Background: an optimization exercise with open tools, aiming at small area, a short achievable clock period and few clock cycles. Do not read the settings as production practice. Only simulation tests tie the RTL to the original design; equivalence was not proved. No activity file was given, so power comes from the tool's default toggle rates.

==> exp/zinc: inputs <==
==> flow/design.v (excerpt) <==
module ht_probe_core (
    input  wire        clk,
    input  wire        rst,
    input  wire        cfg_valid,
    input  wire [5:0]  cfg_capacity,
    input  wire        cmd_valid,
    output wire        cmd_ready,
    input  wire [1:0]  cmd_op,
    input  wire [63:0] cmd_key,
    input  wire [63:0] cmd_hash,
    output wire        rsp_valid,
    input  wire        rsp_ready,
    output wire [1:0]  rsp_op,
    output wire [1:0]  rsp_status,
    output wire [31:0] rsp_pos,
    output wire [31:0] rsp_home,
    output wire [31:0] rsp_cap,
    output wire [63:0] rsp_hash,
    output wire [63:0] rsp_key
);
    localparam CAP_MAX = 32;
    localparam TW      = 480;      
    localparam OP_INSERT = 2'b00;
    localparam OP_REMOVE = 2'b10;
    localparam ST_OK       = 2'b00;
    localparam ST_NOTFOUND = 2'b01;
    localparam ST_ILLEGAL  = 2'b10;
    localparam ST_FULL     = 2'b11;
    reg [CAP_MAX-1:0]    emp;
    reg [CAP_MAX-1:0]    occ;
    reg [64*CAP_MAX-1:0] keyf;    
    reg        busy;               
    reg [5:0]  capacity;
    reg [1:0]  op_q;
    reg [63:0] key_q;
    reg [63:0] hash_q;
    reg [4:0]  slo_q;              
    reg [31:1] ge_q;               
    wire [5:0] cap_nx = rst ? CAP_MAX[5:0] :
                        (cfg_valid && !busy) ? cfg_capacity : capacity;
    wire [TW-1:0] tab;
    ht_home_rom u_rom (
        .cap (cap_nx),
        .tab (tab)
    );
    reg [TW-1:0] tab_q;
    reg  [9:0] mc_q [0:31];
    wire [9:0] mc   [0:31];
    integer j;
    always @(posedge clk) begin
        tab_q <= tab;
        for (j = 0; j < 32; j = j + 1)
            mc_q[j] <= {4'd0, cap_nx} * j[9:0];
    end
    genvar gj;
    generate
        for (gj = 0; gj < 32; gj = gj + 1) begin : g_mc
            if (gj == 0)
                assign mc[gj] = 10'd0;
            else if ((gj & (gj - 1)) == 0)
                assign mc[gj] = {4'd0, capacity} * gj;
            else
                assign mc[gj] = mc_q[gj];
        end
    endgenerate
    wire [9:0] sa, sb;
  ...
==> module ht_probe_core, before the edit <==
module ht_probe_core (
    input  wire        clk,
    input  wire        rst,
    input  wire        cfg_valid,
    input  wire [5:0]  cfg_capacity,
    input  wire        cmd_valid,
    output wire        cmd_ready,
    input  wire [1:0]  cmd_op,
    input  wire [63:0] cmd_key,
    input  wire [63:0] cmd_hash,
    output wire        rsp_valid,
    input  wire        rsp_ready,
    output wire [1:0]  rsp_op,
    output wire [1:0]  rsp_status,
    output wire [31:0] rsp_pos,
    output wire [31:0] rsp_home,
    output wire [31:0] rsp_cap,
    output wire [63:0] rsp_hash,
    output wire [63:0] rsp_key
);
    localparam CAP_MAX = 32;
    localparam TW      = 480;      
    localparam OP_INSERT = 2'b00;
    localparam OP_REMOVE = 2'b10;
    localparam ST_OK       = 2'b00;
    localparam ST_NOTFOUND = 2'b01;
    localparam ST_ILLEGAL  = 2'b10;
    localparam ST_FULL     = 2'b11;
    reg [CAP_MAX-1:0]    emp;
    reg [CAP_MAX-1:0]    occ;
    reg [64*CAP_MAX-1:0] keyf;    
    reg        busy;               
    reg [5:0]  capacity;
    reg [1:0]  op_q;
    reg [63:0] key_q;
    reg [63:0] hash_q;
    reg [4:0]  slo_q;              
    reg [31:1] ge_q;               
    wire [5:0] cap_nx = rst ? CAP_MAX[5:0] :
                        (cfg_valid && !busy) ? cfg_capacity : capacity;
    wire [TW-1:0] tab;
    ht_home_rom u_rom (
        .cap (cap_nx),
        .tab (tab)
    );
    reg [TW-1:0] tab_q;
    reg  [9:0] mc_q [0:31];
    wire [9:0] mc   [0:31];
    integer j;
    always @(posedge clk) begin
        tab_q <= tab;
        for (j = 0; j < 32; j = j + 1)
            mc_q[j] <= {4'd0, cap_nx} * j[9:0];
    end
    genvar gj;
    generate
        for (gj = 0; gj < 32; gj = gj + 1) begin : g_mc
            if (gj == 0)
                assign mc[gj] = 10'd0;
            else if ((gj & (gj - 1)) == 0)
                assign mc[gj] = {4'd0, capacity} * gj;
            else
                assign mc[gj] = mc_q[gj];
        end
    endgenerate
    wire [9:0] sa, sb;
    ht_home_mod u_mod (
        .tab  (tab_q),
        .hash (cmd_hash),
        .s_a  (sa),
        .s_b  (sb)
    );
    wire [9:0] s = sa + sb;
    reg [31:1] ge;
    always @(*) begin
        for (j = 1; j < 32; j = j + 1)
            ge[j] = (s >= mc[j]);
    end
    reg  [4:0] qc;
    always @(*) begin
        qc = 5'd0;
        for (j = 1; j < 32; j = j + 1)
            if (ge_q[j] && (j == 31 || !ge_q[(j + 1) % 32]))
                qc = qc | mc[j][4:0];
    end
    wire [4:0] home = slo_q - qc;
    reg [CAP_MAX-1:0] match;
    integer k;
    always @(*) begin
        for (k = 0; k < CAP_MAX; k = k + 1)
            match[k] = occ[k] && (keyf[64*k +: 64] == key_q);
    end
    wire [CAP_MAX-1:0] cand  = (op_q == OP_INSERT) ? emp : match;
    wire               found = |cand;
    reg  [3:0] gf   [0:31];    
    reg  [3:0] any4;
    reg  [2:0] gfirst [0:3];
    integer g, b, i;
    always @(*) begin
        for (g = 0; g < 4; g = g + 1) begin
            for (b = 0; b < 8; b = b + 1) begin
                gf[8*g + b] = 4'd0;
                for (i = 7; i >= b; i = i - 1)
                    if (cand[8*g + i]) gf[8*g + b] = {1'b1, i[2:0]};
            end
            any4[g]   = gf[8*g][3];
            gfirst[g] = gf[8*g][2:0];
        end
    end
    reg [4:0] first_all;
    reg [4:0] after [0:3];
    always @(*) begin
        first_all = 5'd0;
        for (i = 3; i >= 0; i = i - 1)
            if (any4[i]) first_all = {i[1:0], gfirst[i]};
        for (g = 0; g < 4; g = g + 1) begin
            after[g] = first_all;
            for (i = 3; i > g; i = i - 1)
                if (any4[i]) after[g] = {i[1:0], gfirst[i]};
        end
    end
    wire [1:0] hg = home[4:3];
    wire [2:0] hb = home[2:0];
    wire [3:0] inhg = gf[{hg, hb}];
    wire [4:0] pos  = inhg[3] ? {hg, inhg[2:0]} : after[hg];
    wire illegal = (op_q == 2'b11);
    wire done    = busy && rsp_ready;
    wire [CAP_MAX-1:0] first = found ? (32'd1 << pos) : 32'd0;
    always @(posedge clk) begin
        if (rst) begin
            busy     <= 1'b0;
            capacity <= CAP_MAX[5:0];
            emp      <= {CAP_MAX{1'b1}};
            occ      <= {CAP_MAX{1'b0}};
        end else begin
            if (!busy) begin
                if (cfg_valid) begin
                    capacity <= cfg_capacity;
                    for (k = 0; k < CAP_MAX; k = k + 1)
                        emp[k] <= (k < cfg_capacity);
                    occ <= {CAP_MAX{1'b0}};
                end else if (cmd_valid) begin
                    busy <= 1'b1;
                end
            end else if (rsp_ready) begin
                busy <= 1'b0;
                if (!illegal) begin
                    if (op_q == OP_INSERT) begin
                        emp <= emp & ~first;
                        occ <= occ | first;
                    end else if (op_q == OP_REMOVE) begin
                        occ <= occ & ~first;
                    end
                end
            end
        end
    end
    always @(posedge clk) begin
        if (cmd_valid && !busy) begin
            op_q   <= cmd_op;
            key_q  <= cmd_key;
            hash_q <= cmd_hash;
            slo_q  <= s[4:0];
            ge_q   <= ge;
        end
    end
    always @(posedge clk) begin
        for (k = 0; k < CAP_MAX; k = k + 1)
            if (done && op_q == OP_INSERT && first[k])
                keyf[64*k +: 64] <= key_q;
    end
    assign cmd_ready  = !busy;
    assign rsp_valid  = busy;
    assign rsp_op     = op_q;
    assign rsp_status = illegal ? ST_ILLEGAL :
                        found   ? ST_OK :
                        (op_q == OP_INSERT) ? ST_FULL : ST_NOTFOUND;
    assign rsp_pos    = (illegal || !found) ? 32'hFFFFFFFF : {27'd0, pos};
    assign rsp_home   = illegal ? 32'd0 : {27'd0, home};
    assign rsp_cap    = {26'd0, capacity};
    assign rsp_hash   = illegal ? 64'd0 : hash_q;
    assign rsp_key    = key_q;
endmodule
clock: 8.0 ns
lec_check: 0
cap_margin: 20
core_margin: 2
core_utilization: 40
place_density: 0.6
slew_margin: 20
run.sh (not shown) runs the stock make flow with config.mk's settings and CLKGATE_MAP_FILE= SYNTH_SCRIPT=/design/flow/synth_recipe.tcl, a recipe that flattens the netlist after the stock synthesis.
==> exp/indigo: changes against exp/zinc <==
--- a/flow/design.v
+++ b/flow/design.v
@@ -1593,2 +1593,129 @@
 endmodule
+module ht_cpa10 (
+    input  wire [9:0] a,
+    input  wire [9:0] b,
+    output wire [9:0] s
+);
+    wire [9:0] g = a & b;
+    wire [9:0] p = a ^ b;
+    wire k_g0_1 = g[1] | (p[1] & g[0]);
+    wire k_p0_1 = p[1] & p[0];
+    wire k_g0_2 = g[2] | (p[2] & g[1]);
+    wire k_p0_2 = p[2] & p[1];
+    wire k_g0_3 = g[3] | (p[3] & g[2]);
+    wire k_p0_3 = p[3] & p[2];
+    wire k_g0_4 = g[4] | (p[4] & g[3]);
+    wire k_p0_4 = p[4] & p[3];
+    wire k_g0_5 = g[5] | (p[5] & g[4]);
+    wire k_p0_5 = p[5] & p[4];
+    wire k_g0_6 = g[6] | (p[6] & g[5]);
+    wire k_p0_6 = p[6] & p[5];
+    wire k_g0_7 = g[7] | (p[7] & g[6]);
+    wire k_p0_7 = p[7] & p[6];
+    wire k_g0_8 = g[8] | (p[8] & g[7]);
+    wire k_p0_8 = p[8] & p[7];
+    wire k_g0_9 = g[9] | (p[9] & g[8]);
+    wire k_p0_9 = p[9] & p[8];
+    wire k_g1_2 = k_g0_2 | (k_p0_2 & g[0]);
+    wire k_p1_2 = k_p0_2 & p[0];
+    wire k_g1_3 = k_g0_3 | (k_p0_3 & k_g0_1);
+    wire k_p1_3 = k_p0_3 & k_p0_1;
+    wire k_g1_4 = k_g0_4 | (k_p0_4 & k_g0_2);
+    wire k_p1_4 = k_p0_4 & k_p0_2;
+    wire k_g1_5 = k_g0_5 | (k_p0_5 & k_g0_3);
+    wire k_p1_5 = k_p0_5 & k_p0_3;
+    wire k_g1_6 = k_g0_6 | (k_p0_6 & k_g0_4);
+    wire k_p1_6 = k_p0_6 & k_p0_4;
+    wire k_g1_7 = k_g0_7 | (k_p0_7 & k_g0_5);
+    wire k_p1_7 = k_p0_7 & k_p0_5;
+    wire k_g1_8 = k_g0_8 | (k_p0_8 & k_g0_6);
+    wire k_p1_8 = k_p0_8 & k_p0_6;
+    wire k_g1_9 = k_g0_9 | (k_p0_9 & k_g0_7);
+    wire k_p1_9 = k_p0_9 & k_p0_7;
+    wire k_g2_4 = k_g1_4 | (k_p1_4 & g[0]);
+    wire k_p2_4 = k_p1_4 & p[0];
+    wire k_g2_5 = k_g1_5 | (k_p1_5 & k_g0_1);
+    wire k_p2_5 = k_p1_5 & k_p0_1;
+    wire k_g2_6 = k_g1_6 | (k_p1_6 & k_g1_2);
+    wire k_p2_6 = k_p1_6 & k_p1_2;
+    wire k_g2_7 = k_g1_7 | (k_p1_7 & k_g1_3);
+    wire k_p2_7 = k_p1_7 & k_p1_3;
+    wire k_g2_8 = k_g1_8 | (k_p1_8 & k_g1_4);
+    wire k_p2_8 = k_p1_8 & k_p1_4;
+    wire k_g2_9 = k_g1_9 | (k_p1_9 & k_g1_5);
+    wire k_p2_9 = k_p1_9 & k_p1_5;
+    wire k_g3_8 = k_g2_8 | (k_p2_8 & g[0]);
+    wire k_p3_8 = k_p2_8 & p[0];
+    wire k_g3_9 = k_g2_9 | (k_p2_9 & k_g0_1);
+    wire k_p3_9 = k_p2_9 & k_p0_1;
+    assign s[0] = p[0];
+    assign s[1] = p[1] ^ g[0];
+    assign s[2] = p[2] ^ k_g0_1;
+    assign s[3] = p[3] ^ k_g1_2;
+    assign s[4] = p[4] ^ k_g1_3;
+    assign s[5] = p[5] ^ k_g2_4;
+    assign s[6] = p[6] ^ k_g2_5;
+    assign s[7] = p[7] ^ k_g2_6;
+    assign s[8] = p[8] ^ k_g2_7;
+    assign s[9] = p[9] ^ k_g3_8;
+endmodule
+module ht_ge10 (
+    input  wire [9:0] a,
+    input  wire [9:0] b,
+    output wire       ge
+);
+    wire [9:0] g = a & ~b;
+    wire [9:0] p = a | ~b;
+    wire k_g0_1 = g[1] | (p[1] & g[0]);
+    wire k_p0_1 = p[1] & p[0];
+    wire k_g0_2 = g[2] | (p[2] & g[1]);
+    wire k_p0_2 = p[2] & p[1];
+    wire k_g0_3 = g[3] | (p[3] & g[2]);
+    wire k_p0_3 = p[3] & p[2];
+    wire k_g0_4 = g[4] | (p[4] & g[3]);
+    wire k_p0_4 = p[4] & p[3];
+    wire k_g0_5 = g[5] | (p[5] & g[4]);
+    wire k_p0_5 = p[5] & p[4];
+    wire k_g0_6 = g[6] | (p[6] & g[5]);
+    wire k_p0_6 = p[6] & p[5];
+    wire k_g0_7 = g[7] | (p[7] & g[6]);
+    wire k_p0_7 = p[7] & p[6];
+    wire k_g0_8 = g[8] | (p[8] & g[7]);
+    wire k_p0_8 = p[8] & p[7];
+    wire k_g0_9 = g[9] | (p[9] & g[8]);
+    wire k_p0_9 = p[9] & p[8];
+    wire k_g1_2 = k_g0_2 | (k_p0_2 & g[0]);
+    wire k_p1_2 = k_p0_2 & p[0];
+    wire k_g1_3 = k_g0_3 | (k_p0_3 & k_g0_1);
+    wire k_p1_3 = k_p0_3 & k_p0_1;
+    wire k_g1_4 = k_g0_4 | (k_p0_4 & k_g0_2);
+    wire k_p1_4 = k_p0_4 & k_p0_2;
+    wire k_g1_5 = k_g0_5 | (k_p0_5 & k_g0_3);
+    wire k_p1_5 = k_p0_5 & k_p0_3;
+    wire k_g1_6 = k_g0_6 | (k_p0_6 & k_g0_4);
+    wire k_p1_6 = k_p0_6 & k_p0_4;
+    wire k_g1_7 = k_g0_7 | (k_p0_7 & k_g0_5);
+    wire k_p1_7 = k_p0_7 & k_p0_5;
+    wire k_g1_8 = k_g0_8 | (k_p0_8 & k_g0_6);
+    wire k_p1_8 = k_p0_8 & k_p0_6;
+    wire k_g1_9 = k_g0_9 | (k_p0_9 & k_g0_7);
+    wire k_p1_9 = k_p0_9 & k_p0_7;
+    wire k_g2_4 = k_g1_4 | (k_p1_4 & g[0]);
+    wire k_p2_4 = k_p1_4 & p[0];
+    wire k_g2_5 = k_g1_5 | (k_p1_5 & k_g0_1);
+    wire k_p2_5 = k_p1_5 & k_p0_1;
+    wire k_g2_6 = k_g1_6 | (k_p1_6 & k_g1_2);
+    wire k_p2_6 = k_p1_6 & k_p1_2;
+    wire k_g2_7 = k_g1_7 | (k_p1_7 & k_g1_3);
+    wire k_p2_7 = k_p1_7 & k_p1_3;
+    wire k_g2_8 = k_g1_8 | (k_p1_8 & k_g1_4);
+    wire k_p2_8 = k_p1_8 & k_p1_4;
+    wire k_g2_9 = k_g1_9 | (k_p1_9 & k_g1_5);
+    wire k_p2_9 = k_p1_9 & k_p1_5;
+    wire k_g3_8 = k_g2_8 | (k_p2_8 & g[0]);
+    wire k_p3_8 = k_p2_8 & p[0];
+    wire k_g3_9 = k_g2_9 | (k_p2_9 & k_g0_1);
+    wire k_p3_9 = k_p2_9 & k_p0_1;
+    assign ge = k_g3_9 | k_p3_9;
+endmodule
 module ht_probe_core (
@@ -1639,4 +1766,5 @@
     reg [TW-1:0] tab_q;
-    reg  [9:0] mc_q [0:31];
-    wire [9:0] mc   [0:31];
+    wire [9:0] mc    [0:31];
+    reg  [4:0] mclo_q [0:7];
+    wire [4:0] mclo  [0:7];
     integer j;
@@ -1644,4 +1772,4 @@
         tab_q <= tab;
-        for (j = 0; j < 32; j = j + 1)
-            mc_q[j] <= {4'd0, cap_nx} * j[9:0];
+        for (j = 0; j < 8; j = j + 1)
+            mclo_q[j] <= cap_nx[4:0] * j[4:0];
     end
@@ -1650,8 +1778,9 @@
         for (gj = 0; gj < 32; gj = gj + 1) begin : g_mc
-            if (gj == 0)
-                assign mc[gj] = 10'd0;
-            else if ((gj & (gj - 1)) == 0)
-                assign mc[gj] = {4'd0, capacity} * gj;
+            assign mc[gj] = {4'd0, capacity} * gj;
+        end
+        for (gj = 0; gj < 8; gj = gj + 1) begin : g_mclo
+            if ((gj & (gj - 1)) == 0)
+                assign mclo[gj] = mc[gj][4:0];
             else
-                assign mc[gj] = mc_q[gj];
+                assign mclo[gj] = mclo_q[gj];
         end
@@ -1665,16 +1794,46 @@
     );
-    wire [9:0] s = sa + sb;
-    reg [31:1] ge;
-    always @(*) begin
-        for (j = 1; j < 32; j = j + 1)
-            ge[j] = (s >= mc[j]);
-    end
-    reg  [4:0] qc;
+    wire [9:0] s;
+    ht_cpa10 u_cpa (
+        .a (sa),
+        .b (sb),
+        .s (s)
+    );
+    wire [32:1] ge;
+    assign ge[32] = 1'b0;
+    generate
+        for (gj = 1; gj < 32; gj = gj + 1) begin : g_ge
+            ht_ge10 u_ge (
+                .a  (s),
+                .b  (mc[gj]),
+                .ge (ge[gj])
+            );
+        end
+    endgenerate
+    wire [32:0] gt = {1'b0, ge_q, 1'b1};       
+    reg  [31:0] sel;
+    reg  [3:0]  a1h;                           
+    reg  [7:0]  b1h;                           
+    reg  [4:0]  y;                             
+    reg  [1:0]  x;                             
+    reg  [1:0]  kc;
+    integer m;
     always @(*) begin
-        qc = 5'd0;
-        for (j = 1; j < 32; j = j + 1)
-            if (ge_q[j] && (j == 31 || !ge_q[(j + 1) % 32]))
-                qc = qc | mc[j][4:0];
+        for (j = 0; j < 32; j = j + 1)
+            sel[j] = gt[j] && !gt[j + 1];
+        for (m = 0; m < 4; m = m + 1)
+            a1h[m] = gt[8 * m] && !gt[8 * m + 8];
+        for (m = 0; m < 8; m = m + 1)
+            b1h[m] = sel[m] || sel[m + 8] || sel[m + 16] || sel[m + 24];
+        y = 5'd0;
+        for (m = 0; m < 8; m = m + 1)
+            if (b1h[m])
+                y = y | mclo[m];
+        x = 2'd0;
+        for (m = 0; m < 4; m = m + 1) begin
+            kc = capacity[1:0] * m[1:0];
+            if (a1h[m])
+                x = x | kc;
+        end
     end
-    wire [4:0] home = slo_q - qc;
+    wire [4:0] home = slo_q - y - {x, 3'b000};
     reg [CAP_MAX-1:0] match;
@@ -1683,5 +1842,6 @@
         for (k = 0; k < CAP_MAX; k = k + 1)
-            match[k] = occ[k] && (keyf[64*k +: 64] == key_q);
+            match[k] = occ[k] && (keyf[64*k +: 64] == cmd_key);
     end
-    wire [CAP_MAX-1:0] cand  = (op_q == OP_INSERT) ? emp : match;
+    reg  [CAP_MAX-1:0] cand_q;
+    wire [CAP_MAX-1:0] cand  = cand_q;
     wire               found = |cand;
@@ -1716,3 +1876,8 @@
     wire [2:0] hb = home[2:0];
-    wire [3:0] inhg = gf[{hg, hb}];
+    reg  [3:0] ing [0:3];      
+    always @(*) begin
+        for (g = 0; g < 4; g = g + 1)
+            ing[g] = gf[8*g + hb];
+    end
+    wire [3:0] inhg = ing[hg];
     wire [4:0] pos  = inhg[3] ? {hg, inhg[2:0]} : after[hg];
@@ -1756,3 +1921,4 @@
             slo_q  <= s[4:0];
-            ge_q   <= ge;
+            ge_q   <= ge[31:1];
+            cand_q <= (cmd_op == OP_INSERT) ? emp : match;
         end
Settings changed: CORE_UTILIZATION 40 to 50, CTS_BUF_LIST from default to sky130_fd_sc_hd__clkbuf_8, CTS_CLUSTER_DIAMETER from default to 50, CTS_CLUSTER_SIZE from default to 12, PLACE_DENSITY 0.6 to 0.62, SETUP_SLACK_MARGIN from default to 0.5.
==> summary.txt <==
* Status: finished clean
* Drt pass-1 iters at 8
* Num tapcells at ~4300
* Post-synthesis mux area share at between 1 and 1.5%
* Met2 Routed Length at approximately 240000 um
* Post-synth EDFFs at roughly 2200
* Filler cells at around 28000
* Worst path slowest cell: edfxtp_1
* Commonest cells post-synth: edfxtp_1 (2214), xor2_1 (1155), xnor2_1 (1136)
* Reg-to-Reg Start: tab_q[312]
That was exp/zinc.
==> summary.txt <==
* Post-synthesis mux area share at roughly 1.5%
* Reg-to-Reg Start: ge_q[7]
* Status: finished clean
* Root Driver: clkbuf_8
* Met2 Routed Length at between 200000 and 300000 um
* Post-synth EDFFs at 2246
* Worst path slowest cell: or4_4
* Leak at 56.4 nW
* Commonest cells post-synth: edfxtp_1 (2246), xor2_1 (1177), xnor2_1 (1120)
* Drt pass-1 iters at 6
That was exp/indigo.
Testbench counts of exp/zinc, summed over its fixed seeds: cycles 7,768.
Testbench counts of exp/indigo, summed over its fixed seeds: cycles 7,768.

re-timing with driven ports:
No port has a modelled driver above. Below, the same layouts with a new extraction and two added sets of constraints.
Step 1 (the two cells are an assumption about what drives the block):
set clk [get_ports {clk}]
set_driving_cell -lib_cell sky130_fd_sc_hd__clkbuf_16 $clk
set_driving_cell -lib_cell sky130_fd_sc_hd__buf_2 [delete_from_list [all_inputs] $clk]
Step 2 also shifts input and output timing later by t, the mid clock arrival at the registers, as if the neighbouring blocks saw the same clock.
Three values: no drivers, after step 1, after step 2; two values: the first two.
| run | t (ns) | slack for setup (ns) | worst hold slack (ns) | latest minus earliest clock arrival (ns) |
|---|---|---|---|---|
| exp/zinc | 1.018 | 0.087 / -0.018 / -0.775 | 0.464 / 0.464 / 0.464 | 0.082 / 0.082 |
| exp/indigo | 1.200 | 0.596 / 0.481 / -0.493 | 0.464 / 0.464 / 0.464 | 0.188 / 0.189 |
Met with ideal ports but missed after step 2: setup timing in exp/zinc and exp/indigo. The setup slack of exp/indigo, which loses most, moves by -0.115 ns with the drivers and by -1.089 ns with both steps.
